Source: an optimization exercise on an open RTL-to-GDS flow (aim: small area, a short achievable clock period and few clock cycles). Production flows keep margins and buffers that such runs may drop.
The RTL was checked by simulation tests, not by an equivalence proof against the original design.

<file path="design.v">
module gr_hue (
    input  wire [7:0] h,
    output reg  [7:0] a0,
    output reg  [7:0] b0,
    output reg  [1:0] grp
);
    always @(*) begin
        case (h)
            8'd0: begin a0 = 8'd255; b0 = 8'd0; end
            8'd1: begin a0 = 8'd253; b0 = 8'd2; end
            8'd2: begin a0 = 8'd250; b0 = 8'd5; end
            8'd3: begin a0 = 8'd248; b0 = 8'd7; end
            8'd4: begin a0 = 8'd245; b0 = 8'd10; end
            8'd5: begin a0 = 8'd242; b0 = 8'd13; end
            8'd6: begin a0 = 8'd240; b0 = 8'd15; end
            8'd7: begin a0 = 8'd237; b0 = 8'd18; end
            8'd8: begin a0 = 8'd234; b0 = 8'd21; end
            8'd9: begin a0 = 8'd232; b0 = 8'd23; end
            8'd10: begin a0 = 8'd229; b0 = 8'd26; end
            8'd11: begin a0 = 8'd226; b0 = 8'd29; end
            8'd12: begin a0 = 8'd224; b0 = 8'd31; end
            8'd13: begin a0 = 8'd221; b0 = 8'd34; end
            8'd14: begin a0 = 8'd218; b0 = 8'd37; end
            8'd15: begin a0 = 8'd216; b0 = 8'd39; end
            8'd16: begin a0 = 8'd213; b0 = 8'd42; end
            8'd17: begin a0 = 8'd210; b0 = 8'd45; end
            8'd18: begin a0 = 8'd208; b0 = 8'd47; end
            8'd19: begin a0 = 8'd205; b0 = 8'd50; end
            8'd20: begin a0 = 8'd202; b0 = 8'd53; end
            8'd21: begin a0 = 8'd200; b0 = 8'd55; end
            8'd22: begin a0 = 8'd197; b0 = 8'd58; end
            8'd23: begin a0 = 8'd194; b0 = 8'd61; end
            8'd24: begin a0 = 8'd192; b0 = 8'd63; end
            8'd25: begin a0 = 8'd189; b0 = 8'd66; end
            8'd26: begin a0 = 8'd186; b0 = 8'd69; end
            8'd27: begin a0 = 8'd184; b0 = 8'd71; end
            8'd28: begin a0 = 8'd181; b0 = 8'd74; end
            8'd29: begin a0 = 8'd178; b0 = 8'd77; end
            8'd30: begin a0 = 8'd176; b0 = 8'd79; end
            8'd31: begin a0 = 8'd173; b0 = 8'd82; end
            8'd32: begin a0 = 8'd171; b0 = 8'd85; end
            8'd33: begin a0 = 8'd171; b0 = 8'd87; end
            8'd34: begin a0 = 8'd171; b0 = 8'd90; end
            8'd35: begin a0 = 8'd171; b0 = 8'd92; end
            8'd36: begin a0 = 8'd171; b0 = 8'd95; end
            8'd37: begin a0 = 8'd171; b0 = 8'd98; end
            8'd38: begin a0 = 8'd171; b0 = 8'd100; end
            8'd39: begin a0 = 8'd171; b0 = 8'd103; end
            8'd40: begin a0 = 8'd171; b0 = 8'd106; end
            8'd41: begin a0 = 8'd171; b0 = 8'd108; end
            8'd42: begin a0 = 8'd171; b0 = 8'd111; end
            8'd43: begin a0 = 8'd171; b0 = 8'd114; end
            8'd44: begin a0 = 8'd171; b0 = 8'd116; end
            8'd45: begin a0 = 8'd171; b0 = 8'd119; end
            8'd46: begin a0 = 8'd171; b0 = 8'd122; end
            8'd47: begin a0 = 8'd171; b0 = 8'd124; end
            8'd48: begin a0 = 8'd171; b0 = 8'd127; end
            8'd49: begin a0 = 8'd171; b0 = 8'd130; end
            8'd50: begin a0 = 8'd171; b0 = 8'd132; end
            8'd51: begin a0 = 8'd171; b0 = 8'd135; end
            8'd52: begin a0 = 8'd171; b0 = 8'd138; end
            8'd53: begin a0 = 8'd171; b0 = 8'd140; end
            8'd54: begin a0 = 8'd171; b0 = 8'd143; end
            8'd55: begin a0 = 8'd171; b0 = 8'd146; end
            8'd56: begin a0 = 8'd171; b0 = 8'd148; end
            8'd57: begin a0 = 8'd171; b0 = 8'd151; end
            8'd58: begin a0 = 8'd171; b0 = 8'd154; end
            8'd59: begin a0 = 8'd171; b0 = 8'd156; end
            8'd60: begin a0 = 8'd171; b0 = 8'd159; end
            8'd61: begin a0 = 8'd171; b0 = 8'd162; end
            8'd62: begin a0 = 8'd171; b0 = 8'd164; end
            8'd63: begin a0 = 8'd171; b0 = 8'd167; end
            8'd64: begin a0 = 8'd171; b0 = 8'd170; end
            8'd65: begin a0 = 8'd166; b0 = 8'd172; end
            8'd66: begin a0 = 8'd161; b0 = 8'd175; end
            8'd67: begin a0 = 8'd156; b0 = 8'd177; end
            8'd68: begin a0 = 8'd150; b0 = 8'd180; end
            8'd69: begin a0 = 8'd145; b0 = 8'd183; end
            8'd70: begin a0 = 8'd140; b0 = 8'd185; end
            8'd71: begin a0 = 8'd134; b0 = 8'd188; end
            8'd72: begin a0 = 8'd129; b0 = 8'd191; end
            8'd73: begin a0 = 8'd124; b0 = 8'd193; end
            8'd74: begin a0 = 8'd118; b0 = 8'd196; end
            8'd75: begin a0 = 8'd113; b0 = 8'd199; end
            8'd76: begin a0 = 8'd108; b0 = 8'd201; end
            8'd77: begin a0 = 8'd102; b0 = 8'd204; end
            8'd78: begin a0 = 8'd97; b0 = 8'd207; end
            8'd79: begin a0 = 8'd92; b0 = 8'd209; end
            8'd80: begin a0 = 8'd86; b0 = 8'd212; end
            8'd81: begin a0 = 8'd81; b0 = 8'd215; end
            8'd82: begin a0 = 8'd76; b0 = 8'd217; end
            8'd83: begin a0 = 8'd71; b0 = 8'd220; end
            8'd84: begin a0 = 8'd65; b0 = 8'd223; end
            8'd85: begin a0 = 8'd60; b0 = 8'd225; end
            8'd86: begin a0 = 8'd55; b0 = 8'd228; end
            8'd87: begin a0 = 8'd49; b0 = 8'd231; end
            8'd88: begin a0 = 8'd44; b0 = 8'd233; end
            8'd89: begin a0 = 8'd39; b0 = 8'd236; end
            8'd90: begin a0 = 8'd33; b0 = 8'd239; end
            8'd91: begin a0 = 8'd28; b0 = 8'd241; end
            8'd92: begin a0 = 8'd23; b0 = 8'd244; end
            8'd93: begin a0 = 8'd17; b0 = 8'd247; end
            8'd94: begin a0 = 8'd12; b0 = 8'd249; end
            8'd95: begin a0 = 8'd7; b0 = 8'd252; end
            8'd96: begin a0 = 8'd255; b0 = 8'd0; end
            8'd97: begin a0 = 8'd253; b0 = 8'd2; end
            8'd98: begin a0 = 8'd250; b0 = 8'd5; end
            8'd99: begin a0 = 8'd248; b0 = 8'd7; end
            8'd100: begin a0 = 8'd245; b0 = 8'd10; end
            8'd101: begin a0 = 8'd242; b0 = 8'd13; end
            8'd102: begin a0 = 8'd240; b0 = 8'd15; end
            8'd103: begin a0 = 8'd237; b0 = 8'd18; end
            8'd104: begin a0 = 8'd234; b0 = 8'd21; end
            8'd105: begin a0 = 8'd232; b0 = 8'd23; end
            8'd106: begin a0 = 8'd229; b0 = 8'd26; end
            8'd107: begin a0 = 8'd226; b0 = 8'd29; end
            8'd108: begin a0 = 8'd224; b0 = 8'd31; end
            8'd109: begin a0 = 8'd221; b0 = 8'd34; end
            8'd110: begin a0 = 8'd218; b0 = 8'd37; end
            8'd111: begin a0 = 8'd216; b0 = 8'd39; end
            8'd112: begin a0 = 8'd213; b0 = 8'd42; end
            8'd113: begin a0 = 8'd210; b0 = 8'd45; end
            8'd114: begin a0 = 8'd208; b0 = 8'd47; end
            8'd115: begin a0 = 8'd205; b0 = 8'd50; end
            8'd116: begin a0 = 8'd202; b0 = 8'd53; end
            8'd117: begin a0 = 8'd200; b0 = 8'd55; end
            8'd118: begin a0 = 8'd197; b0 = 8'd58; end
            8'd119: begin a0 = 8'd194; b0 = 8'd61; end
            8'd120: begin a0 = 8'd192; b0 = 8'd63; end
            8'd121: begin a0 = 8'd189; b0 = 8'd66; end
            8'd122: begin a0 = 8'd186; b0 = 8'd69; end
            8'd123: begin a0 = 8'd184; b0 = 8'd71; end
            8'd124: begin a0 = 8'd181; b0 = 8'd74; end
            8'd125: begin a0 = 8'd178; b0 = 8'd77; end
            8'd126: begin a0 = 8'd176; b0 = 8'd79; end
            8'd127: begin a0 = 8'd173; b0 = 8'd82; end
            8'd128: begin a0 = 8'd171; b0 = 8'd85; end
            8'd129: begin a0 = 8'd166; b0 = 8'd90; end
            8'd130: begin a0 = 8'd161; b0 = 8'd95; end
            8'd131: begin a0 = 8'd156; b0 = 8'd100; end
            8'd132: begin a0 = 8'd150; b0 = 8'd106; end
            8'd133: begin a0 = 8'd145; b0 = 8'd111; end
            8'd134: begin a0 = 8'd140; b0 = 8'd116; end
            8'd135: begin a0 = 8'd134; b0 = 8'd122; end
            8'd136: begin a0 = 8'd129; b0 = 8'd127; end
            8'd137: begin a0 = 8'd124; b0 = 8'd132; end
            8'd138: begin a0 = 8'd118; b0 = 8'd138; end
            8'd139: begin a0 = 8'd113; b0 = 8'd143; end
            8'd140: begin a0 = 8'd108; b0 = 8'd148; end
            8'd141: begin a0 = 8'd102; b0 = 8'd154; end
            8'd142: begin a0 = 8'd97; b0 = 8'd159; end
            8'd143: begin a0 = 8'd92; b0 = 8'd164; end
            8'd144: begin a0 = 8'd86; b0 = 8'd170; end
            8'd145: begin a0 = 8'd81; b0 = 8'd175; end
            8'd146: begin a0 = 8'd76; b0 = 8'd180; end
            8'd147: begin a0 = 8'd71; b0 = 8'd185; end
            8'd148: begin a0 = 8'd65; b0 = 8'd191; end
            8'd149: begin a0 = 8'd60; b0 = 8'd196; end
            8'd150: begin a0 = 8'd55; b0 = 8'd201; end
            8'd151: begin a0 = 8'd49; b0 = 8'd207; end
            8'd152: begin a0 = 8'd44; b0 = 8'd212; end
            8'd153: begin a0 = 8'd39; b0 = 8'd217; end
            8'd154: begin a0 = 8'd33; b0 = 8'd223; end
            8'd155: begin a0 = 8'd28; b0 = 8'd228; end
            8'd156: begin a0 = 8'd23; b0 = 8'd233; end
            8'd157: begin a0 = 8'd17; b0 = 8'd239; end
            8'd158: begin a0 = 8'd12; b0 = 8'd244; end
            8'd159: begin a0 = 8'd7; b0 = 8'd249; end
            8'd160: begin a0 = 8'd0; b0 = 8'd255; end
            8'd161: begin a0 = 8'd2; b0 = 8'd253; end
            8'd162: begin a0 = 8'd5; b0 = 8'd250; end
            8'd163: begin a0 = 8'd7; b0 = 8'd248; end
            8'd164: begin a0 = 8'd10; b0 = 8'd245; end
            8'd165: begin a0 = 8'd13; b0 = 8'd242; end
            8'd166: begin a0 = 8'd15; b0 = 8'd240; end
            8'd167: begin a0 = 8'd18; b0 = 8'd237; end
            8'd168: begin a0 = 8'd21; b0 = 8'd234; end
            8'd169: begin a0 = 8'd23; b0 = 8'd232; end
            8'd170: begin a0 = 8'd26; b0 = 8'd229; end
            8'd171: begin a0 = 8'd29; b0 = 8'd226; end
            8'd172: begin a0 = 8'd31; b0 = 8'd224; end
            8'd173: begin a0 = 8'd34; b0 = 8'd221; end
            8'd174: begin a0 = 8'd37; b0 = 8'd218; end
            8'd175: begin a0 = 8'd39; b0 = 8'd216; end
            8'd176: begin a0 = 8'd42; b0 = 8'd213; end
            8'd177: begin a0 = 8'd45; b0 = 8'd210; end
            8'd178: begin a0 = 8'd47; b0 = 8'd208; end
            8'd179: begin a0 = 8'd50; b0 = 8'd205; end
            8'd180: begin a0 = 8'd53; b0 = 8'd202; end
            8'd181: begin a0 = 8'd55; b0 = 8'd200; end
            8'd182: begin a0 = 8'd58; b0 = 8'd197; end
            8'd183: begin a0 = 8'd61; b0 = 8'd194; end
            8'd184: begin a0 = 8'd63; b0 = 8'd192; end
            8'd185: begin a0 = 8'd66; b0 = 8'd189; end
            8'd186: begin a0 = 8'd69; b0 = 8'd186; end
            8'd187: begin a0 = 8'd71; b0 = 8'd184; end
            8'd188: begin a0 = 8'd74; b0 = 8'd181; end
            8'd189: begin a0 = 8'd77; b0 = 8'd178; end
            8'd190: begin a0 = 8'd79; b0 = 8'd176; end
            8'd191: begin a0 = 8'd82; b0 = 8'd173; end
            8'd192: begin a0 = 8'd85; b0 = 8'd171; end
            8'd193: begin a0 = 8'd87; b0 = 8'd169; end
            8'd194: begin a0 = 8'd90; b0 = 8'd166; end
            8'd195: begin a0 = 8'd92; b0 = 8'd164; end
            8'd196: begin a0 = 8'd95; b0 = 8'd161; end
            8'd197: begin a0 = 8'd98; b0 = 8'd158; end
            8'd198: begin a0 = 8'd100; b0 = 8'd156; end
            8'd199: begin a0 = 8'd103; b0 = 8'd153; end
            8'd200: begin a0 = 8'd106; b0 = 8'd150; end
            8'd201: begin a0 = 8'd108; b0 = 8'd148; end
            8'd202: begin a0 = 8'd111; b0 = 8'd145; end
            8'd203: begin a0 = 8'd114; b0 = 8'd142; end
            8'd204: begin a0 = 8'd116; b0 = 8'd140; end
            8'd205: begin a0 = 8'd119; b0 = 8'd137; end
            8'd206: begin a0 = 8'd122; b0 = 8'd134; end
            8'd207: begin a0 = 8'd124; b0 = 8'd132; end
            8'd208: begin a0 = 8'd127; b0 = 8'd129; end
            8'd209: begin a0 = 8'd130; b0 = 8'd126; end
            8'd210: begin a0 = 8'd132; b0 = 8'd124; end
            8'd211: begin a0 = 8'd135; b0 = 8'd121; end
            8'd212: begin a0 = 8'd138; b0 = 8'd118; end
            8'd213: begin a0 = 8'd140; b0 = 8'd116; end
            8'd214: begin a0 = 8'd143; b0 = 8'd113; end
            8'd215: begin a0 = 8'd146; b0 = 8'd110; end
            8'd216: begin a0 = 8'd148; b0 = 8'd108; end
            8'd217: begin a0 = 8'd151; b0 = 8'd105; end
            8'd218: begin a0 = 8'd154; b0 = 8'd102; end
            8'd219: begin a0 = 8'd156; b0 = 8'd100; end
            8'd220: begin a0 = 8'd159; b0 = 8'd97; end
            8'd221: begin a0 = 8'd162; b0 = 8'd94; end
            8'd222: begin a0 = 8'd164; b0 = 8'd92; end
            8'd223: begin a0 = 8'd167; b0 = 8'd89; end
            8'd224: begin a0 = 8'd170; b0 = 8'd85; end
            8'd225: begin a0 = 8'd172; b0 = 8'd83; end
            8'd226: begin a0 = 8'd175; b0 = 8'd80; end
            8'd227: begin a0 = 8'd177; b0 = 8'd78; end
            8'd228: begin a0 = 8'd180; b0 = 8'd75; end
            8'd229: begin a0 = 8'd183; b0 = 8'd72; end
            8'd230: begin a0 = 8'd185; b0 = 8'd70; end
            8'd231: begin a0 = 8'd188; b0 = 8'd67; end
            8'd232: begin a0 = 8'd191; b0 = 8'd64; end
            8'd233: begin a0 = 8'd193; b0 = 8'd62; end
            8'd234: begin a0 = 8'd196; b0 = 8'd59; end
            8'd235: begin a0 = 8'd199; b0 = 8'd56; end
            8'd236: begin a0 = 8'd201; b0 = 8'd54; end
            8'd237: begin a0 = 8'd204; b0 = 8'd51; end
            8'd238: begin a0 = 8'd207; b0 = 8'd48; end
            8'd239: begin a0 = 8'd209; b0 = 8'd46; end
            8'd240: begin a0 = 8'd212; b0 = 8'd43; end
            8'd241: begin a0 = 8'd215; b0 = 8'd40; end
            8'd242: begin a0 = 8'd217; b0 = 8'd38; end
            8'd243: begin a0 = 8'd220; b0 = 8'd35; end
            8'd244: begin a0 = 8'd223; b0 = 8'd32; end
            8'd245: begin a0 = 8'd225; b0 = 8'd30; end
            8'd246: begin a0 = 8'd228; b0 = 8'd27; end
            8'd247: begin a0 = 8'd231; b0 = 8'd24; end
            8'd248: begin a0 = 8'd233; b0 = 8'd22; end
            8'd249: begin a0 = 8'd236; b0 = 8'd19; end
            8'd250: begin a0 = 8'd239; b0 = 8'd16; end
            8'd251: begin a0 = 8'd241; b0 = 8'd14; end
            8'd252: begin a0 = 8'd244; b0 = 8'd11; end
            8'd253: begin a0 = 8'd247; b0 = 8'd8; end
            8'd254: begin a0 = 8'd249; b0 = 8'd6; end
            8'd255: begin a0 = 8'd252; b0 = 8'd3; end
            default: begin a0 = 8'd0; b0 = 8'd0; end
        endcase
        grp = (h[7:5] <= 3'd2) ? 2'd0 : (h[7:5] <= 3'd4) ? 2'd1 : 2'd2;
    end
endmodule
module gr_sat (
    input  wire [7:0] a0,
    input  wire [7:0] b0,
    input  wire [1:0] grp,
    input  wire [7:0] s,
    output reg  [7:0] r1,
    output reg  [7:0] g1,
    output reg  [7:0] b1
);
    wire s0   = (s == 8'd0);
    wire s255 = (s == 8'd255);
    wire [7:0] am, bm;
    gr_sat_mul u_a (.c(a0), .s(s), .y(am));
    gr_sat_mul u_b (.c(b0), .s(s), .y(bm));
    wire       ka = s255 && a0 == 8'd0;
    wire       kb = s255 && b0 == 8'd0;
    wire [7:0] ns = 8'd0 - s;
    wire [7:0] a1 = {am[7:1] | {7{s0}}, (am[0] & !ka) | s0};
    wire [7:0] c1 = {bm[7:1] | {7{s0}}, (bm[0] & !kb) | s0};
    wire [7:0] z1 = {ns[7:1] | {7{s0}}, (ns[0] & !s255) | s0};
    always @(*) begin
        case (grp)
            2'd0:    begin r1 = a1; g1 = c1; b1 = z1; end
            2'd1:    begin r1 = z1; g1 = a1; b1 = c1; end
            default: begin r1 = a1; g1 = z1; b1 = c1; end
        endcase
    end
endmodule
module gr_val (
    input  wire [7:0] c,
    input  wire [7:0] v,
    output wire [7:0] y
);
    wire [7:0] m;
    gr_val_mul u_m (.c(c), .v(v), .y(m));
    wire kill = (v == 8'd0) || (v == 8'd255 && c == 8'd0);
    assign y = {m[7:1], m[0] & !kill};
endmodule
module gr_sat_mul (input wire [7:0] c, input wire [7:0] s, output wire [7:0] y);
    wire t_1 = (c[0] & s[6]) ^ (c[1] & s[5]);
    wire t_2 = (c[0] & s[6]) & (c[1] & s[5]);
    wire t_3 = (c[0] & s[7]) ^ (c[1] & s[6]) ^ (c[2] & s[5]);
    wire t_4 = ((c[0] & s[7]) & (c[1] & s[6])) | ((c[0] & s[7]) & (c[2] & s[5])) | ((c[1] & s[6]) & (c[2] & s[5]));
    wire t_5 = (c[3] & s[4]) ^ (c[4] & s[3]);
    wire t_6 = (c[3] & s[4]) & (c[4] & s[3]);
    wire t_7 = (c[1] & s[7]) ^ (c[2] & s[6]) ^ (c[3] & s[5]);
    wire t_8 = ((c[1] & s[7]) & (c[2] & s[6])) | ((c[1] & s[7]) & (c[3] & s[5])) | ((c[2] & s[6]) & (c[3] & s[5]));
    wire t_9 = (c[4] & s[4]) ^ (c[5] & s[3]) ^ (c[6] & s[2]);
    wire t_10 = ((c[4] & s[4]) & (c[5] & s[3])) | ((c[4] & s[4]) & (c[6] & s[2])) | ((c[5] & s[3]) & (c[6] & s[2]));
    wire t_11 = (c[7] & s[1]) ^ (~s[0]);
    wire t_12 = (c[7] & s[1]) & (~s[0]);
    wire t_13 = (c[2] & s[7]) ^ (c[3] & s[6]) ^ (c[4] & s[5]);
    wire t_14 = ((c[2] & s[7]) & (c[3] & s[6])) | ((c[2] & s[7]) & (c[4] & s[5])) | ((c[3] & s[6]) & (c[4] & s[5]));
    wire t_15 = (c[5] & s[4]) ^ (c[6] & s[3]) ^ (c[7] & s[2]);
    wire t_16 = ((c[5] & s[4]) & (c[6] & s[3])) | ((c[5] & s[4]) & (c[7] & s[2])) | ((c[6] & s[3]) & (c[7] & s[2]));
    wire t_17 = (c[3] & s[7]) ^ (c[4] & s[6]) ^ (c[5] & s[5]);
    wire t_18 = ((c[3] & s[7]) & (c[4] & s[6])) | ((c[3] & s[7]) & (c[5] & s[5])) | ((c[4] & s[6]) & (c[5] & s[5]));
    wire t_19 = (c[0] & s[4]) ^ (c[1] & s[3]);
    wire t_20 = (c[0] & s[4]) & (c[1] & s[3]);
    wire t_21 = (c[0] & s[5]) ^ (c[1] & s[4]) ^ (c[2] & s[3]);
    wire t_22 = ((c[0] & s[5]) & (c[1] & s[4])) | ((c[0] & s[5]) & (c[2] & s[3])) | ((c[1] & s[4]) & (c[2] & s[3]));
    wire t_23 = (c[3] & s[2]) ^ (c[4] & s[1]);
    wire t_24 = (c[3] & s[2]) & (c[4] & s[1]);
    wire t_25 = t_1 ^ (c[2] & s[4]) ^ (c[3] & s[3]);
    wire t_26 = (t_1 & (c[2] & s[4])) | (t_1 & (c[3] & s[3])) | ((c[2] & s[4]) & (c[3] & s[3]));
    wire t_27 = (c[4] & s[2]) ^ (c[5] & s[1]) ^ (c[6] & s[0]);
    wire t_28 = ((c[4] & s[2]) & (c[5] & s[1])) | ((c[4] & s[2]) & (c[6] & s[0])) | ((c[5] & s[1]) & (c[6] & s[0]));
    wire t_29 = t_3 ^ t_5 ^ (c[5] & s[2]);
    wire t_30 = (t_3 & t_5) | (t_3 & (c[5] & s[2])) | (t_5 & (c[5] & s[2]));
    wire t_31 = (c[6] & s[1]) ^ (c[7] & s[0]) ^ t_2;
    wire t_32 = ((c[6] & s[1]) & (c[7] & s[0])) | ((c[6] & s[1]) & t_2) | ((c[7] & s[0]) & t_2);
    wire t_33 = t_7 ^ t_9 ^ t_11;
    wire t_34 = (t_7 & t_9) | (t_7 & t_11) | (t_9 & t_11);
    wire t_35 = 1'b1 ^ t_4 ^ t_6;
    wire t_36 = (1'b1 & t_4) | (1'b1 & t_6) | (t_4 & t_6);
    wire t_37 = t_13 ^ t_15 ^ (~s[1]);
    wire t_38 = (t_13 & t_15) | (t_13 & (~s[1])) | (t_15 & (~s[1]));
    wire t_39 = t_8 ^ t_10 ^ t_12;
    wire t_40 = (t_8 & t_10) | (t_8 & t_12) | (t_10 & t_12);
    wire t_41 = t_17 ^ (c[6] & s[4]) ^ (c[7] & s[3]);
    wire t_42 = (t_17 & (c[6] & s[4])) | (t_17 & (c[7] & s[3])) | ((c[6] & s[4]) & (c[7] & s[3]));
    wire t_43 = (~s[2]) ^ t_14 ^ t_16;
    wire t_44 = ((~s[2]) & t_14) | ((~s[2]) & t_16) | (t_14 & t_16);
    wire t_45 = (c[4] & s[7]) ^ (c[5] & s[6]) ^ (c[6] & s[5]);
    wire t_46 = ((c[4] & s[7]) & (c[5] & s[6])) | ((c[4] & s[7]) & (c[6] & s[5])) | ((c[5] & s[6]) & (c[6] & s[5]));
    wire t_47 = (c[7] & s[4]) ^ (~s[3]) ^ t_18;
    wire t_48 = ((c[7] & s[4]) & (~s[3])) | ((c[7] & s[4]) & t_18) | ((~s[3]) & t_18);
    wire t_49 = (c[5] & s[7]) ^ (c[6] & s[6]) ^ (c[7] & s[5]);
    wire t_50 = ((c[5] & s[7]) & (c[6] & s[6])) | ((c[5] & s[7]) & (c[7] & s[5])) | ((c[6] & s[6]) & (c[7] & s[5]));
    wire t_51 = (c[0] & s[3]) ^ (c[1] & s[2]);
    wire t_52 = (c[0] & s[3]) & (c[1] & s[2]);
    wire t_53 = t_19 ^ (c[2] & s[2]) ^ (c[3] & s[1]);
    wire t_54 = (t_19 & (c[2] & s[2])) | (t_19 & (c[3] & s[1])) | ((c[2] & s[2]) & (c[3] & s[1]));
    wire t_55 = t_21 ^ t_23 ^ (c[5] & s[0]);
    wire t_56 = (t_21 & t_23) | (t_21 & (c[5] & s[0])) | (t_23 & (c[5] & s[0]));
    wire t_57 = t_25 ^ t_27 ^ t_22;
    wire t_58 = (t_25 & t_27) | (t_25 & t_22) | (t_27 & t_22);
    wire t_59 = t_29 ^ t_31 ^ t_26;
    wire t_60 = (t_29 & t_31) | (t_29 & t_26) | (t_31 & t_26);
    wire t_61 = t_33 ^ t_35 ^ t_30;
    wire t_62 = (t_33 & t_35) | (t_33 & t_30) | (t_35 & t_30);
    wire t_63 = t_37 ^ t_39 ^ t_34;
    wire t_64 = (t_37 & t_39) | (t_37 & t_34) | (t_39 & t_34);
    wire t_65 = t_41 ^ t_43 ^ t_38;
    wire t_66 = (t_41 & t_43) | (t_41 & t_38) | (t_43 & t_38);
    wire t_67 = t_45 ^ t_47 ^ t_42;
    wire t_68 = (t_45 & t_47) | (t_45 & t_42) | (t_47 & t_42);
    wire t_69 = t_49 ^ (~s[4]) ^ t_46;
    wire t_70 = (t_49 & (~s[4])) | (t_49 & t_46) | ((~s[4]) & t_46);
    wire t_71 = (c[6] & s[7]) ^ (c[7] & s[6]) ^ (~s[5]);
    wire t_72 = ((c[6] & s[7]) & (c[7] & s[6])) | ((c[6] & s[7]) & (~s[5])) | ((c[7] & s[6]) & (~s[5]));
    wire t_73 = (c[0] & s[2]) ^ (c[1] & s[1]);
    wire t_74 = (c[0] & s[2]) & (c[1] & s[1]);
    wire t_75 = t_51 ^ (c[2] & s[1]) ^ (c[3] & s[0]);
    wire t_76 = (t_51 & (c[2] & s[1])) | (t_51 & (c[3] & s[0])) | ((c[2] & s[1]) & (c[3] & s[0]));
    wire t_77 = t_53 ^ (c[4] & s[0]) ^ t_52;
    wire t_78 = (t_53 & (c[4] & s[0])) | (t_53 & t_52) | ((c[4] & s[0]) & t_52);
    wire t_79 = t_55 ^ t_20 ^ t_54;
    wire t_80 = (t_55 & t_20) | (t_55 & t_54) | (t_20 & t_54);
    wire t_81 = t_57 ^ t_24 ^ t_56;
    wire t_82 = (t_57 & t_24) | (t_57 & t_56) | (t_24 & t_56);
    wire t_83 = t_59 ^ t_28 ^ t_58;
    wire t_84 = (t_59 & t_28) | (t_59 & t_58) | (t_28 & t_58);
    wire t_85 = t_61 ^ t_32 ^ t_60;
    wire t_86 = (t_61 & t_32) | (t_61 & t_60) | (t_32 & t_60);
    wire t_87 = t_63 ^ t_36 ^ t_62;
    wire t_88 = (t_63 & t_36) | (t_63 & t_62) | (t_36 & t_62);
    wire t_89 = t_65 ^ t_40 ^ t_64;
    wire t_90 = (t_65 & t_40) | (t_65 & t_64) | (t_40 & t_64);
    wire t_91 = t_67 ^ t_44 ^ t_66;
    wire t_92 = (t_67 & t_44) | (t_67 & t_66) | (t_44 & t_66);
    wire t_93 = t_69 ^ t_48 ^ t_68;
    wire t_94 = (t_69 & t_48) | (t_69 & t_68) | (t_48 & t_68);
    wire t_95 = t_71 ^ t_50 ^ t_70;
    wire t_96 = (t_71 & t_50) | (t_71 & t_70) | (t_50 & t_70);
    wire t_97 = (c[7] & s[7]) ^ (~s[6]) ^ t_72;
    wire t_98 = ((c[7] & s[7]) & (~s[6])) | ((c[7] & s[7]) & t_72) | ((~s[6]) & t_72);
    wire [15:0] t_99 = {(~s[7]), t_97, t_95, t_93, t_91, t_89, t_87, t_85, t_83, t_81, t_79, t_77, t_75, t_73, (c[0] & s[1]), (c[0] & s[0])};
    wire [15:0] t_100 = {t_98, t_96, t_94, t_92, t_90, t_88, t_86, t_84, t_82, t_80, t_78, t_76, t_74, (c[2] & s[0]), (c[1] & s[0]), 1'b0};
    wire [15:0] t_101 = t_99 + t_100;
    assign y = {t_101[15], t_101[14], t_101[13], t_101[12], t_101[11], t_101[10], t_101[9], t_101[8]};
endmodule
module gr_val_mul (input wire [7:0] c, input wire [7:0] v, output wire [7:0] y);
    wire t_1 = (c[0] & v[6]) ^ (c[1] & v[5]);
    wire t_2 = (c[0] & v[6]) & (c[1] & v[5]);
    wire t_3 = (c[0] & v[7]) ^ (c[1] & v[6]) ^ (c[2] & v[5]);
    wire t_4 = ((c[0] & v[7]) & (c[1] & v[6])) | ((c[0] & v[7]) & (c[2] & v[5])) | ((c[1] & v[6]) & (c[2] & v[5]));
    wire t_5 = (c[3] & v[4]) ^ (c[4] & v[3]);
    wire t_6 = (c[3] & v[4]) & (c[4] & v[3]);
    wire t_7 = (c[1] & v[7]) ^ (c[2] & v[6]) ^ (c[3] & v[5]);
    wire t_8 = ((c[1] & v[7]) & (c[2] & v[6])) | ((c[1] & v[7]) & (c[3] & v[5])) | ((c[2] & v[6]) & (c[3] & v[5]));
    wire t_9 = (c[4] & v[4]) ^ (c[5] & v[3]) ^ (c[6] & v[2]);
    wire t_10 = ((c[4] & v[4]) & (c[5] & v[3])) | ((c[4] & v[4]) & (c[6] & v[2])) | ((c[5] & v[3]) & (c[6] & v[2]));
    wire t_11 = (c[2] & v[7]) ^ (c[3] & v[6]) ^ (c[4] & v[5]);
    wire t_12 = ((c[2] & v[7]) & (c[3] & v[6])) | ((c[2] & v[7]) & (c[4] & v[5])) | ((c[3] & v[6]) & (c[4] & v[5]));
    wire t_13 = (c[0] & v[4]) ^ (c[1] & v[3]);
    wire t_14 = (c[0] & v[4]) & (c[1] & v[3]);
    wire t_15 = (c[0] & v[5]) ^ (c[1] & v[4]) ^ (c[2] & v[3]);
    wire t_16 = ((c[0] & v[5]) & (c[1] & v[4])) | ((c[0] & v[5]) & (c[2] & v[3])) | ((c[1] & v[4]) & (c[2] & v[3]));
    wire t_17 = (c[3] & v[2]) ^ (c[4] & v[1]);
    wire t_18 = (c[3] & v[2]) & (c[4] & v[1]);
    wire t_19 = t_1 ^ (c[2] & v[4]) ^ (c[3] & v[3]);
    wire t_20 = (t_1 & (c[2] & v[4])) | (t_1 & (c[3] & v[3])) | ((c[2] & v[4]) & (c[3] & v[3]));
    wire t_21 = (c[4] & v[2]) ^ (c[5] & v[1]) ^ (c[6] & v[0]);
    wire t_22 = ((c[4] & v[2]) & (c[5] & v[1])) | ((c[4] & v[2]) & (c[6] & v[0])) | ((c[5] & v[1]) & (c[6] & v[0]));
    wire t_23 = t_3 ^ t_5 ^ (c[5] & v[2]);
    wire t_24 = (t_3 & t_5) | (t_3 & (c[5] & v[2])) | (t_5 & (c[5] & v[2]));
    wire t_25 = (c[6] & v[1]) ^ (c[7] & v[0]) ^ t_2;
    wire t_26 = ((c[6] & v[1]) & (c[7] & v[0])) | ((c[6] & v[1]) & t_2) | ((c[7] & v[0]) & t_2);
    wire t_27 = t_7 ^ t_9 ^ (c[7] & v[1]);
    wire t_28 = (t_7 & t_9) | (t_7 & (c[7] & v[1])) | (t_9 & (c[7] & v[1]));
    wire t_29 = 1'b1 ^ t_4 ^ t_6;
    wire t_30 = (1'b1 & t_4) | (1'b1 & t_6) | (t_4 & t_6);
    wire t_31 = t_11 ^ (c[5] & v[4]) ^ (c[6] & v[3]);
    wire t_32 = (t_11 & (c[5] & v[4])) | (t_11 & (c[6] & v[3])) | ((c[5] & v[4]) & (c[6] & v[3]));
    wire t_33 = (c[7] & v[2]) ^ t_8 ^ t_10;
    wire t_34 = ((c[7] & v[2]) & t_8) | ((c[7] & v[2]) & t_10) | (t_8 & t_10);
    wire t_35 = (c[3] & v[7]) ^ (c[4] & v[6]) ^ (c[5] & v[5]);
    wire t_36 = ((c[3] & v[7]) & (c[4] & v[6])) | ((c[3] & v[7]) & (c[5] & v[5])) | ((c[4] & v[6]) & (c[5] & v[5]));
    wire t_37 = (c[6] & v[4]) ^ (c[7] & v[3]) ^ t_12;
    wire t_38 = ((c[6] & v[4]) & (c[7] & v[3])) | ((c[6] & v[4]) & t_12) | ((c[7] & v[3]) & t_12);
    wire t_39 = (c[4] & v[7]) ^ (c[5] & v[6]) ^ (c[6] & v[5]);
    wire t_40 = ((c[4] & v[7]) & (c[5] & v[6])) | ((c[4] & v[7]) & (c[6] & v[5])) | ((c[5] & v[6]) & (c[6] & v[5]));
    wire t_41 = (c[0] & v[3]) ^ (c[1] & v[2]);
    wire t_42 = (c[0] & v[3]) & (c[1] & v[2]);
    wire t_43 = t_13 ^ (c[2] & v[2]) ^ (c[3] & v[1]);
    wire t_44 = (t_13 & (c[2] & v[2])) | (t_13 & (c[3] & v[1])) | ((c[2] & v[2]) & (c[3] & v[1]));
    wire t_45 = t_15 ^ t_17 ^ (c[5] & v[0]);
    wire t_46 = (t_15 & t_17) | (t_15 & (c[5] & v[0])) | (t_17 & (c[5] & v[0]));
    wire t_47 = t_19 ^ t_21 ^ t_16;
    wire t_48 = (t_19 & t_21) | (t_19 & t_16) | (t_21 & t_16);
    wire t_49 = t_23 ^ t_25 ^ t_20;
    wire t_50 = (t_23 & t_25) | (t_23 & t_20) | (t_25 & t_20);
    wire t_51 = t_27 ^ t_29 ^ t_24;
    wire t_52 = (t_27 & t_29) | (t_27 & t_24) | (t_29 & t_24);
    wire t_53 = t_31 ^ t_33 ^ t_28;
    wire t_54 = (t_31 & t_33) | (t_31 & t_28) | (t_33 & t_28);
    wire t_55 = t_35 ^ t_37 ^ t_32;
    wire t_56 = (t_35 & t_37) | (t_35 & t_32) | (t_37 & t_32);
    wire t_57 = t_39 ^ (c[7] & v[4]) ^ t_36;
    wire t_58 = (t_39 & (c[7] & v[4])) | (t_39 & t_36) | ((c[7] & v[4]) & t_36);
    wire t_59 = (c[5] & v[7]) ^ (c[6] & v[6]) ^ (c[7] & v[5]);
    wire t_60 = ((c[5] & v[7]) & (c[6] & v[6])) | ((c[5] & v[7]) & (c[7] & v[5])) | ((c[6] & v[6]) & (c[7] & v[5]));
    wire t_61 = (c[0] & v[2]) ^ (c[1] & v[1]);
    wire t_62 = (c[0] & v[2]) & (c[1] & v[1]);
    wire t_63 = t_41 ^ (c[2] & v[1]) ^ (c[3] & v[0]);
    wire t_64 = (t_41 & (c[2] & v[1])) | (t_41 & (c[3] & v[0])) | ((c[2] & v[1]) & (c[3] & v[0]));
    wire t_65 = t_43 ^ (c[4] & v[0]) ^ t_42;
    wire t_66 = (t_43 & (c[4] & v[0])) | (t_43 & t_42) | ((c[4] & v[0]) & t_42);
    wire t_67 = t_45 ^ t_14 ^ t_44;
    wire t_68 = (t_45 & t_14) | (t_45 & t_44) | (t_14 & t_44);
    wire t_69 = t_47 ^ t_18 ^ t_46;
    wire t_70 = (t_47 & t_18) | (t_47 & t_46) | (t_18 & t_46);
    wire t_71 = t_49 ^ t_22 ^ t_48;
    wire t_72 = (t_49 & t_22) | (t_49 & t_48) | (t_22 & t_48);
    wire t_73 = t_51 ^ t_26 ^ t_50;
    wire t_74 = (t_51 & t_26) | (t_51 & t_50) | (t_26 & t_50);
    wire t_75 = t_53 ^ t_30 ^ t_52;
    wire t_76 = (t_53 & t_30) | (t_53 & t_52) | (t_30 & t_52);
    wire t_77 = t_55 ^ t_34 ^ t_54;
    wire t_78 = (t_55 & t_34) | (t_55 & t_54) | (t_34 & t_54);
    wire t_79 = t_57 ^ t_38 ^ t_56;
    wire t_80 = (t_57 & t_38) | (t_57 & t_56) | (t_38 & t_56);
    wire t_81 = t_59 ^ t_40 ^ t_58;
    wire t_82 = (t_59 & t_40) | (t_59 & t_58) | (t_40 & t_58);
    wire t_83 = (c[6] & v[7]) ^ (c[7] & v[6]) ^ t_60;
    wire t_84 = ((c[6] & v[7]) & (c[7] & v[6])) | ((c[6] & v[7]) & t_60) | ((c[7] & v[6]) & t_60);
    wire [15:0] t_85 = {1'b0, (c[7] & v[7]), t_83, t_81, t_79, t_77, t_75, t_73, t_71, t_69, t_67, t_65, t_63, t_61, (c[0] & v[1]), (c[0] & v[0])};
    wire [15:0] t_86 = {1'b0, t_84, t_82, t_80, t_78, t_76, t_74, t_72, t_70, t_68, t_66, t_64, t_62, (c[2] & v[0]), (c[1] & v[0]), 1'b0};
    wire [15:0] t_87 = t_85 + t_86;
    assign y = {t_87[15], t_87[14], t_87[13], t_87[12], t_87[11], t_87[10], t_87[9], t_87[8]};
endmodule
module hsv2rgb_stream (
    input  wire        clk,
    input  wire        rst,         
    input  wire        in_valid,
    output wire        in_ready,
    input  wire [23:0] in_hsv,      
    output reg         out_valid,
    input  wire        out_ready,
    output wire [31:0] out_rgba     
);
    reg sk_valid;
    wire en = !sk_valid;
    assign in_ready = en;
    wire [7:0] a0, b0;
    wire [1:0] grp;
    gr_hue u_hue (.h(in_hsv[23:16]), .a0(a0), .b0(b0), .grp(grp));
    reg        v1;
    reg [7:0]  a0_q, b0_q, s_q, v1_q;
    reg [1:0]  grp_q;
    always @(posedge clk) begin
        if (rst)
            v1 <= 1'b0;
        else if (en)
            v1 <= in_valid;
        if (en) begin
            a0_q <= a0; b0_q <= b0; grp_q <= grp;
            s_q  <= in_hsv[15:8]; v1_q <= in_hsv[7:0];
        end
    end
    wire [7:0] r1, g1, b1;
    gr_sat u_sat (.a0(a0_q), .b0(b0_q), .grp(grp_q), .s(s_q), .r1(r1), .g1(g1), .b1(b1));
    reg        v2;
    reg [7:0]  r1_q, g1_q, b1_q, v2_q;
    always @(posedge clk) begin
        if (rst)
            v2 <= 1'b0;
        else if (en)
            v2 <= v1;
        if (en) begin
            r1_q <= r1; g1_q <= g1; b1_q <= b1; v2_q <= v1_q;
        end
    end
    wire [23:0] rgb;
    gr_val u_val_r (.c(r1_q), .v(v2_q), .y(rgb[23:16]));
    gr_val u_val_g (.c(g1_q), .v(v2_q), .y(rgb[15:8]));
    gr_val u_val_b (.c(b1_q), .v(v2_q), .y(rgb[7:0]));
    wire push     = v2 && en;                   
    wire out_free = !out_valid || out_ready;    
    reg  [23:0] sk_rgb, out_rgb;
    always @(posedge clk) begin
        if (rst) begin
            out_valid <= 1'b0;
            sk_valid  <= 1'b0;
        end else begin
            if (out_free)
                out_valid <= sk_valid || push;
            sk_valid <= sk_valid ? !out_free : (push && !out_free);
        end
        if (out_free)
            out_rgb <= sk_valid ? sk_rgb : rgb;
        if (!sk_valid)
            sk_rgb <= rgb;
    end
    assign out_rgba = {out_rgb, 8'hFF};
endmodule
</file>
<file path="flow/run.sh">
#!/bin/bash
# The standard layout, with: port buffers made of buf_2 cells; clock tree from
# clkbuf_4/clkbuf_8 with larger sink clusters and no dummy loads; repair_timing
# aiming for 11.9 ns of setup slack (at the design's clock period and constraints).
set -euo pipefail
bash standard.sh \
  "BUFFER_PORTS_ARGS=-buffer_cell sky130_fd_sc_hd__buf_2" \
  "CTS_ARGS=-sink_clustering_enable -repair_clock_nets -buf_list {sky130_fd_sc_hd__clkbuf_4 sky130_fd_sc_hd__clkbuf_8} -sink_clustering_size 30 -sink_clustering_max_diameter 80 -dont_use_dummy_load" \
  SETUP_SLACK_MARGIN=11.9 finish > standard_flow.log 2>&1
</file>
<file path="standard.sh">
#!/bin/bash
# synth_recipe.tcl (not shown) runs the flow's synth.tcl, then flattens the netlist and writes it again
# the make line also repeats each setting of config.mk as NAME=value (left out here)
make -C /OpenROAD-flow-scripts/flow DESIGN_CONFIG=/design/flow/config.mk WORK_HOME=/design/flow/orfs CLKGATE_MAP_FILE= SYNTH_SCRIPT=/design/flow/synth_recipe.tcl "${@:-finish}"
</file>
<file path="config.mk">
export PLATFORM = sky130hd
export DESIGN_NAME = hsv2rgb_stream
export DESIGN_NICKNAME = hsv2rgb_stream
export VERILOG_FILES = /design/flow/design.v
export SDC_FILE = /design/flow/constraint.sdc
export NUM_CORES = 4
export LEC_CHECK = 0
export CAP_MARGIN = 5
export CORE_MARGIN = 2
export CORE_UTILIZATION = 55
export CTS_BUF_LIST = sky130_fd_sc_hd__clkbuf_4 sky130_fd_sc_hd__clkbuf_8
export PLACE_DENSITY = 0.7
export SLEW_MARGIN = 5
export TNS_END_PERCENT = 10
</file>
<file path="constraint.sdc">
create_clock -name core_clock -period 17.0 [get_ports {clk}]
set_input_delay 3.4000 -clock core_clock [delete_from_list [all_inputs] [get_ports {clk}]]
set_output_delay 3.4000 -clock core_clock [all_outputs]
set_load 0.01 [all_outputs]
</file>
==> results of run 1 <==
==> metrics by stage <==
| stage | util | cell area (µm²) |
|---|---|---|
| 3_3_place_gp | 0.570 | 15800 |
| 4_1_cts | 0.593 | 16400 |
| 6_report | 0.603 | 16700 |
| 3_5_place_dp | 0.570 | 15800 |
| 5_1_grt | 0.603 | 16700 |
| 2_1_floorplan | - | 15500 |
==> cell families (layout without fill, tap and decap cells) <==
| group | count (synthesis) | in the layout | synth area share |
|---|---|---|---|
| simple gates | 596 | 596 | 0.198 |
| compound gates | 281 | 281 | 0.121 |
| fa+ha+maj | 299 | 299 | 0.333 |
| mux | 34 | 34 | 0.0287 |
| buf+inv | 339 | 379 | 0.0896 |
| flops | 118 | 118 | 0.211 |
| xor+xnor | 31 | 31 | 0.0181 |
| other cells | 1 | 8 | 0.000243 |
==> how the worst max path moves through the flow <==
stage | from | to | slack [ps]
finish | in_hsv[16] | b0_q[1] | 11820
global route | in_hsv[17] | a0_q[2] | 11790
CTS | in_hsv[16] | b0_q[1] | 11870
detailed placement | in_hsv[19] | b0_q[3] | 10890
global placement | in_hsv[19] | b0_q[3] | 10980
floorplan | in_hsv[16] | b0_q[3] | 11700
==> layer usage <==
layer,vias up,global-route usage,part of all wire
met1,6022,0.329,0.42
met2,332,0.460,0.51
met3,53,0.0387,0.046
li1,5674,-,-
met5,-,0,0
met4,0,0.0755,0.024
==> synth_stat cells, types with 14 or more instances <==
| cell type | n | area, µm² |
|---|---|---|
| o21ai_0 | 62 | 310 |
| xnor2_1 | 16 | 140 |
| nand3_1 | 19 | 95.1 |
| a21oi_1 | 65 | 325 |
| o211ai_1 | 16 | 120 |
| nor2_1 | 59 | 221 |
| mux2i_1 | 20 | 200 |
| nor3_1 | 20 | 100 |
| ha_1 | 112 | 1400 |
| and2_1 | 194 | 1210 |
| edfxtp_1 | 90 | 2700 |
| nor4_1 | 14 | 87.6 |
| dfxtp_1 | 28 | 561 |
| nand2b_1 | 15 | 93.8 |
| inv_1 | 237 | 890 |
| clkbuf_1 | 67 | 251 |
| fa_1 | 187 | 3740 |
| xor2_1 | 14 | 123 |
| nand2_1 | 209 | 785 |
==> critical path: stages <==
cell and delay, ps:
buf_8 100, clkinvlp_4 190, ha_4 320, or2_4 240
nand3_1 80, o21ai_1 70, a21oi_2 230, buf_4 150
o21ai_0 80, mux4_2 490
==> cell type report <==
type	instances	area (µm²)
multi-input cells	1249	11000
clock buffers	17	234
fillers	2433	11000
flip-flops and latches	118	3260
inverters	238	905
repair buffers	123	867
repair inverters	1	7.51
well taps	378	473
==> timing repair <==
item	CTS	global route
setup buffers	40	22
resized for setup	22	35
setup endpoints to repair	49	39
cloned	1	0
pin swaps	3	4
==> impl_metrics.env, run 1 <==
export IMPL_ctsHoldBuffers=0
export IMPL_rsz0062_at_grt="true"
export IMPL_status="no timing/DRC/antenna violations"
export IMPL_die_x_um=172
export IMPL_rows=61
export IMPL_r2r_end="g1_q[4]"
export IMPL_hold_path_end="v2_q[2]"
export IMPL_syn_avg_cell_area_um2=9.08
export IMPL_critPathRequiredTime_ps=17180
export IMPL_dieArea_um2=29400
export IMPL_cts_root_buffer="clkbuf_8"
export IMPL_hold_depth=0
export IMPL_fin_cells=2124
export IMPL_holdWs_ps=408
export IMPL_syn_area_um2=15400
export IMPL_r2r_cells=16
export IMPL_worst_slack_ps=11820
export IMPL_cts_sinks=118
export IMPL_wl_per_cell_um=17.2
export IMPL_fp_coreArea_um2=27700
export IMPL_start_util=0.557
export IMPL_via_count=12100
export IMPL_place_hpwl_um=25200
export IMPL_grt_pass1_wl_um=60200
export IMPL_timing_slew_headroom=0.462
export IMPL_htreeDepth=4
export IMPL_nets=2075
export IMPL_critPathKind="in -> reg"
export IMPL_ys_types=89
export IMPL_synth_edf_count=90
export IMPL_drtPass1Iterations=7
export IMPL_setup_tns_ps=0
export IMPL_synth_cells=1699
export IMPL_die_y_um=172
export IMPL_antenna_left=0
export IMPL_synth_warning_count=3
export IMPL_diodes=0
export IMPL_end_kind="register"
export IMPL_hp_class="reg -> reg"
export IMPL_drive_above_1_share=0.121
export IMPL_drt_total_wl_um=36600
export IMPL_worst_r2r_setup_slack_ps=12050
export IMPL_cp_arrival_ps=5360
export IMPL_most_common_layout_cells="inv_1, nand2_1, and2_1"
export IMPL_ioPinCount=62
export IMPL_synthFlopType="edfxtp_1"
export IMPL_first_global_vias=12200
export IMPL_cts_made_buffers=17
export IMPL_drc=0
export IMPL_top_regs="out_rgb: 24 flops, sk_rgb: 24 flops"
export IMPL_setup_viol=0
export IMPL_hold_viol=0
export IMPL_clk_pin_slew_worst_paths_ps=70
export IMPL_synthArstFlopShare=0
export IMPL_via_per_inst=5.69
export IMPL_grt_max_degree=66
export IMPL_final_common_cell="inv_1"
export IMPL_area_growth_pct=8.30
export IMPL_ys_seq_elements=118
export IMPL_antenna_found_initial=0
export IMPL_slew_viol_final=0
export IMPL_clock_path_buffers=2
export IMPL_place_congestion=0.899
export IMPL_synth_seq_area_share=0.211
export IMPL_cp_max_fo=6
export IMPL_grt_usage=0.260
export IMPL_worstHoldStart="v1_q[2]"
export IMPL_skew_ps=46.7
export IMPL_dpl_cell_count=2044
export IMPL_fmax_mhz=193
export IMPL_period_needed_ps=5180
export IMPL_gr_total_overflow=0
export IMPL_insertion_delay_ps=470
export IMPL_drt_iter0_markers=845
export IMPL_worst_slew_pin_slew_ps=808
export IMPL_drv_cap=0
export IMPL_dp_slack_ps=10890
export IMPL_regToRegStartpoint="s_q[2]"
export IMPL_fin_crit_sh=0.305
export IMPL_portBuffers=53
export IMPL_cts_tree="yes"
export IMPL_startpoint_type="input pin"
Testbench counts, summed over its fixed seeds: cycles 32,024.
==> run 2: changes to the inputs <==
--- a/config.mk
+++ b/config.mk
@@ -7,8 +7,8 @@
 export LEC_CHECK = 0
 export CAP_MARGIN = 5
 export CORE_MARGIN = 2
-export CORE_UTILIZATION = 55
+export CORE_UTILIZATION = 65
 export CTS_BUF_LIST = sky130_fd_sc_hd__clkbuf_4 sky130_fd_sc_hd__clkbuf_8
-export PLACE_DENSITY = 0.7
+export PLACE_DENSITY = 0.75
 export SLEW_MARGIN = 5
 export TNS_END_PERCENT = 10
==> run 2 against run 1 <==
  * Synthesized area stayed put
  * Worst hold slack worse by 13 ps
  * Fmax is 1.6% higher
  * Clock-buffer cell count stayed put
  * Global-route usage is 4.1 points higher
  * Critical path type unchanged
==> impl_metrics.env, run 2 <==
export IMPL_status="no timing/DRC/antenna violations"
export IMPL_gr_total_overflow=0
export IMPL_portBuffers=53
export IMPL_cts_sinks=118
export IMPL_grt_max_degree=66
export IMPL_clk_pin_slew_worst_paths_ps=90
export IMPL_critical_path_slowest_cell="or4_1"
export IMPL_startpoint_type="input pin"
export IMPL_worst_path_most_repeated_cell="o21ai_1"
export IMPL_fin_crit_sh=0.300
export IMPL_cp_max_fo=6
export IMPL_holdWs_ps=396
export IMPL_dp_slack_ps=10990
export IMPL_start_util=0.659
export IMPL_fmax_mhz=196
export IMPL_dpl_cell_count=1984
export IMPL_drt_iter0_markers=835
export IMPL_end_kind="register"
export IMPL_fin_cells=2055
export IMPL_syn_area_um2=15400
export IMPL_nets=2065
export IMPL_period_needed_ps=5100
export IMPL_fp_coreArea_um2=23400
export IMPL_cts_root_buffer="clkbuf_8"
export IMPL_top_regs="out_rgb: 24 flops, sk_rgb: 24 flops"
export IMPL_hp_class="reg -> reg"
export IMPL_dieArea_um2=25000
export IMPL_critPathKind="in -> reg"
export IMPL_wl_per_cell_um=17.4
export IMPL_antenna_left=0
export IMPL_drv_cap=0
export IMPL_ioPinCount=62
export IMPL_rows=56
export IMPL_setup_tns_ps=0
export IMPL_via_per_inst=5.83
export IMPL_yosysTopAreaCellShare=0.243
export IMPL_cts_made_buffers=17
export IMPL_via_count=12000
export IMPL_insertion_delay_ps=460
export IMPL_clock_path_buffers=2
export IMPL_ctsHoldBuffers=0
export IMPL_first_global_vias=12000
export IMPL_ys_seq_elements=118
export IMPL_most_common_layout_cells="inv_1, nand2_1, and2_1"
export IMPL_place_hpwl_um=25200
export IMPL_drt_total_wl_um=35800
export IMPL_hold_viol=0
export IMPL_worst_slack_ps=11900
export IMPL_syn_avg_cell_area_um2=9.08
export IMPL_synth_common_cells="inv_1, nand2_1, and2_1, fa_1, ha_1"
export IMPL_place_congestion=0.922
export IMPL_final_util=0.709
export IMPL_setup_viol=0
export IMPL_htreeDepth=4
export IMPL_rsz0062_at_grt="true"
export IMPL_drtPass1Iterations=8
export IMPL_place_area_um2=15700
export IMPL_drive_above_1_share=0.113
export IMPL_drc=0
export IMPL_synth_seq_area_share=0.211
export IMPL_critPathRequiredTime_ps=17180
export IMPL_timing_slew_headroom=0.449
export IMPL_slew_viol_final=0
export IMPL_skew_ps=38.8
export IMPL_final_cell_area_um2=16600
export IMPL_diodes=0
export IMPL_synthFlopType="edfxtp_1"
export IMPL_synthArstFlopShare=0
export IMPL_hold_depth=0
export IMPL_antenna_found_initial=0
export IMPL_r2r_cells=16
export IMPL_area_growth_pct=7.59
export IMPL_synth_area_top_cells="fa_1, edfxtp_1, ha_1, and2_1, inv_1"
export IMPL_grt_pass1_wl_um=58900
export IMPL_ys_types=89
export IMPL_die_y_um=158
export IMPL_cts_tree="yes"
export IMPL_synth_cells=1699
export IMPL_synth_top_area_cell="fa_1"
export IMPL_synth_most_common_cell="inv_1"
export IMPL_grt_usage=0.301
export IMPL_crit_path_max_incr_delay_ps=480
export IMPL_crit_chain="buf_12, clkinvlp_4, ha_4, or4_1, o21ai_1, a221o_2, or2b_1, o21ai_1, mux4_2"
export IMPL_worst_slew_pin_slew_ps=827
export IMPL_die_x_um=158
export IMPL_final_common_cell="inv_1"
export IMPL_synth_warning_count=3
export IMPL_synth_edf_count=90
export IMPL_cp_arrival_ps=5280
-- run 2: cell counts after synthesis --
Identical to the previous run, type by type.
-- run 2: per-layer routing --
layer  GRT usage  up-vias  share of wire
li1            -     5661              -
met1       0.380     5858           0.41
met4       0.104        0          0.028
met5           0        -              0
met3      0.0438       75          0.052
met2       0.529      377           0.50
-- run 2: final timing paths --
kind	start	to	slack, ps
worst min register to register	v1_q[1]	v2_q[1]	400
worst min-delay path	v1_q[1]	v2_q[1]	400
worst max-delay path	in_hsv[16]	b0_q[3]	11900
worst max register to register	s_q[5]	g1_q[4]	12020
-- run 2: what timing repair did --
| action | in CTS | in global routing |
|---|---|---|
| pin swaps | 3 | 13 |
| setup endpoints to repair | 49 | 44 |
| resized for setup | 21 | 35 |
| buffers inserted | 36 | 17 |
| gates cloned | 1 | 0 |
-- run 2: layout make-up --
| cell class | instances | area [µm²] |
|---|---|---|
| clock buffer | 17 | 234 |
| fill | 1882 | 6800 |
| inverter | 238 | 905 |
| multi-input combinational | 1249 | 11000 |
| sequential | 118 | 3260 |
| tap | 319 | 399 |
| timing repair buffer | 113 | 835 |
| timing repair inverter | 1 | 7.51 |
-- run 2: kinds of logic (layout without fill, tap and decap cells) --
group                    after synthesis  in the layout  share of synthesized area
XOR/XNOR                              31             31                     0.0181
AO/OA/AOI/OAI                        281            281                      0.121
multiplexers                          34             34                     0.0287
adder cells (fa/ha/maj)              299            299                      0.333
AND/OR/NAND/NOR                      596            596                      0.198
flip-flops                           118            118                      0.211
buffers and inverters                339            369                     0.0896
other                                  1              8                   0.000243
-- run 2: critical path, delay by kind of cell --
kind / cells / cell delay [ps]
simple gates: 2 / 600
buf+inv: 2 / 210
fa+ha+maj: 1 / 290
compound gates: 3 / 320
mux: 1 / 450
==> run 3: changes to the inputs <==
--- a/config.mk
+++ b/config.mk
@@ -5,10 +5,10 @@
 export SDC_FILE = /design/flow/constraint.sdc
 export NUM_CORES = 4
 export LEC_CHECK = 0
-export CAP_MARGIN = 5
+export CAP_MARGIN = 0
 export CORE_MARGIN = 2
 export CORE_UTILIZATION = 65
 export CTS_BUF_LIST = sky130_fd_sc_hd__clkbuf_4 sky130_fd_sc_hd__clkbuf_8
 export PLACE_DENSITY = 0.75
-export SLEW_MARGIN = 5
+export SLEW_MARGIN = 0
 export TNS_END_PERCENT = 10
==> run 3 against run 2 <==
  * Sequential cell count did not move
  * Highest routed layer unchanged
  * Still clean
  * Global-route usage stayed put
  * Die area unchanged
==> impl_metrics.env, run 3 <==
export IMPL_status="no timing/DRC/antenna violations"
export IMPL_regArea_um2=3260
export IMPL_cts_made_buffers=17
export IMPL_place_hpwl_um=25200
export IMPL_ioPinCount=62
export IMPL_clock_path_buffers=2
export IMPL_critical_path_slowest_cell="or4_1"
export IMPL_rows=56
export IMPL_nets=2065
export IMPL_drtPass1Iterations=8
export IMPL_synthFlopType="edfxtp_1"
export IMPL_skew_ps=38.8
export IMPL_antenna_found_initial=0
export IMPL_fin_crit_sh=0.300
export IMPL_dpl_cell_count=1984
export IMPL_fin_cells=2055
export IMPL_synthArstFlopShare=0
export IMPL_setup_tns_ps=0
export IMPL_cts_sinks=118
export IMPL_most_common_layout_cells="inv_1, nand2_1, and2_1"
export IMPL_worst_path_most_repeated_cell="o21ai_1"
export IMPL_dieArea_um2=25000
export IMPL_ys_types=89
export IMPL_cp_arrival_ps=5280
export IMPL_drv_cap=0
export IMPL_synth_seq_area_share=0.211
export IMPL_fill_cells=1882
export IMPL_via_per_inst=5.83
export IMPL_antenna_left=0
export IMPL_grt_usage=0.301
export IMPL_period_needed_ps=5100
export IMPL_die_x_um=158
export IMPL_start_util=0.659
export IMPL_syn_avg_cell_area_um2=9.08
export IMPL_final_common_cell="inv_1"
export IMPL_fmax_mhz=196
export IMPL_crit_chain="buf_12, clkinvlp_4, ha_4, or4_1, o21ai_1, a221o_2, or2b_1, o21ai_1, mux4_2"
export IMPL_place_congestion=0.922
export IMPL_holdWs_ps=396
export IMPL_yosysTopAreaCellShare=0.243
export IMPL_via_count=12000
export IMPL_drive_above_1_share=0.113
export IMPL_hp_class="reg -> reg"
export IMPL_wl_per_cell_um=17.4
export IMPL_synth_top_area_cell="fa_1"
export IMPL_gr_total_overflow=0
export IMPL_synth_area_top_cells="fa_1, edfxtp_1, ha_1, and2_1, inv_1"
export IMPL_worst_slew_pin_slew_ps=827
export IMPL_slew_viol_final=0
export IMPL_die_y_um=158
export IMPL_rsz0062_at_grt="true"
export IMPL_clk_pin_slew_worst_paths_ps=90
export IMPL_synth_warning_count=3
export IMPL_htreeDepth=4
export IMPL_synth_common_cells="inv_1, nand2_1, and2_1, fa_1, ha_1"
export IMPL_critPathKind="in -> reg"
export IMPL_end_kind="register"
export IMPL_syn_area_um2=15400
export IMPL_cts_root_buffer="clkbuf_8"
export IMPL_synth_edf_count=90
export IMPL_first_global_vias=12000
export IMPL_critPathRequiredTime_ps=17180
export IMPL_portBuffers=53
export IMPL_fp_coreArea_um2=23400
export IMPL_cp_max_fo=6
export IMPL_grt_pass1_wl_um=58900
export IMPL_timing_slew_headroom=0.449
export IMPL_multi_input_area_um2=11000
export IMPL_synth_cells=1699
export IMPL_synth_most_common_cell="inv_1"
export IMPL_crit_path_max_incr_delay_ps=480
export IMPL_cts_tree="yes"
export IMPL_drc=0
export IMPL_ctsHoldBuffers=0
export IMPL_top_regs="out_rgb: 24 flops, sk_rgb: 24 flops"
export IMPL_grt_max_degree=66
export IMPL_startpoint_type="input pin"
export IMPL_area_growth_pct=7.59
export IMPL_worst_r2r_setup_slack_ps=12020
export IMPL_setup_viol=0
export IMPL_drt_total_wl_um=35800
export IMPL_ys_seq_elements=118
export IMPL_diodes=0
export IMPL_insertion_delay_ps=460
export IMPL_hold_viol=0
export IMPL_drt_iter0_markers=835
## run 3: cell counts after synthesis
No cell type changed its count.
## run 3: cell families (layout without fill, tap and decap cells)
family          after synthesis  in the layout  share of synthesized area
simple gates                596            596                      0.198
buf+inv                     339            369                     0.0896
fa+ha+maj                   299            299                      0.333
compound gates              281            281                      0.121
flops                       118            118                      0.211
mux                          34             34                     0.0287
xor+xnor                     31             31                     0.0181
other cells                   1              8                   0.000243
## run 3: timing repair
item                       4_1_cts  5_1_grt
gates resized for setup         21       35
setup endpoints to repair       49       44
gates cloned                     1        0
buffers inserted                36       17
pin swaps                        3       13
## run 3: per-stage QoR
stage          worst slack, ps  area, µm²  utilization
2_1_floorplan            11700      15500            -
3_3_place_gp             11000      15700        0.671
3_5_place_dp             10990      15700        0.671
4_1_cts                  11860      16300        0.697
5_1_grt                  11840      16600        0.709
6_report                 11900      16600        0.709
## run 3: worst paths after layout
kind,from,cells past startpoint,endpoint
max,in_hsv[16],9,b0_q[3]
min,v1_q[1],0,v2_q[1]
max reg2reg,s_q[5],16,g1_q[4]
min reg2reg,v1_q[1],0,v2_q[1]
## run 3: routing by layer
metal  GRT usage  routed length, µm  vias up
li1            -                  -     5661
met4       0.104                998        0
met2       0.529              18100      377
met3      0.0438               1870       75
met1       0.380              14800     5858
met5           0                  0        -
## run 3: final cells by class
class | instances | share of cell area
clock buffer | 17 | 0.0141
timing repair buffer | 113 | 0.0503
inverter | 238 | 0.0545
tap | 319 | 0.0240
sequential | 118 | 0.197
timing repair inverter | 1 | 0.000452
multi-input combinational | 1249 | 0.660
## run 3: worst max-delay path: cells and delay by family
| family | cells | cell delay (ps) |
|---|---|---|
| multiplexers | 1 | 450 |
| buffers and inverters | 2 | 210 |
| AND/OR/NAND/NOR | 2 | 600 |
| AO/OA/AOI/OAI | 3 | 320 |
| adder cells (fa/ha/maj) | 1 | 290 |

## what the ideal ports hide
In the flow no input, the clock included, has a driving cell. The finished layouts below were timed again as built, in two steps.
Step 1 sets driving cells, clkbuf_16 on the clock port and buf_2 on the other inputs (assumed; they add their load-dependent delay and slew).
Step 2 times the ports against the registers' clock, not the clock port: input delays grow and output delays shrink by t, the midpoint of the rising clock arrivals with the driver on.
a / b / c = no drivers / after step 1 / after step 2; a / b = the first two.
| run | shift t [ns] | setup slack, ns | worst hold slack (ns) | worst setup path at the end | worst register clock-pin slew, ns |
|---|---|---|---|---|---|
| run 1 | 0.490 | 11.818 / 11.813 / 11.324 | 0.408 / 0.408 / 0.408 | input to register | 0.10 / 0.10 |
| run 2 | 0.480 | 11.902 / 11.871 / 11.392 | 0.396 / 0.396 / 0.396 | input to register | 0.09 / 0.09 |
| run 3 | 0.480 | 11.902 / 11.871 / 11.392 | 0.396 / 0.396 / 0.396 | input to register | 0.09 / 0.09 |
After both steps every run listed still meets setup and hold.
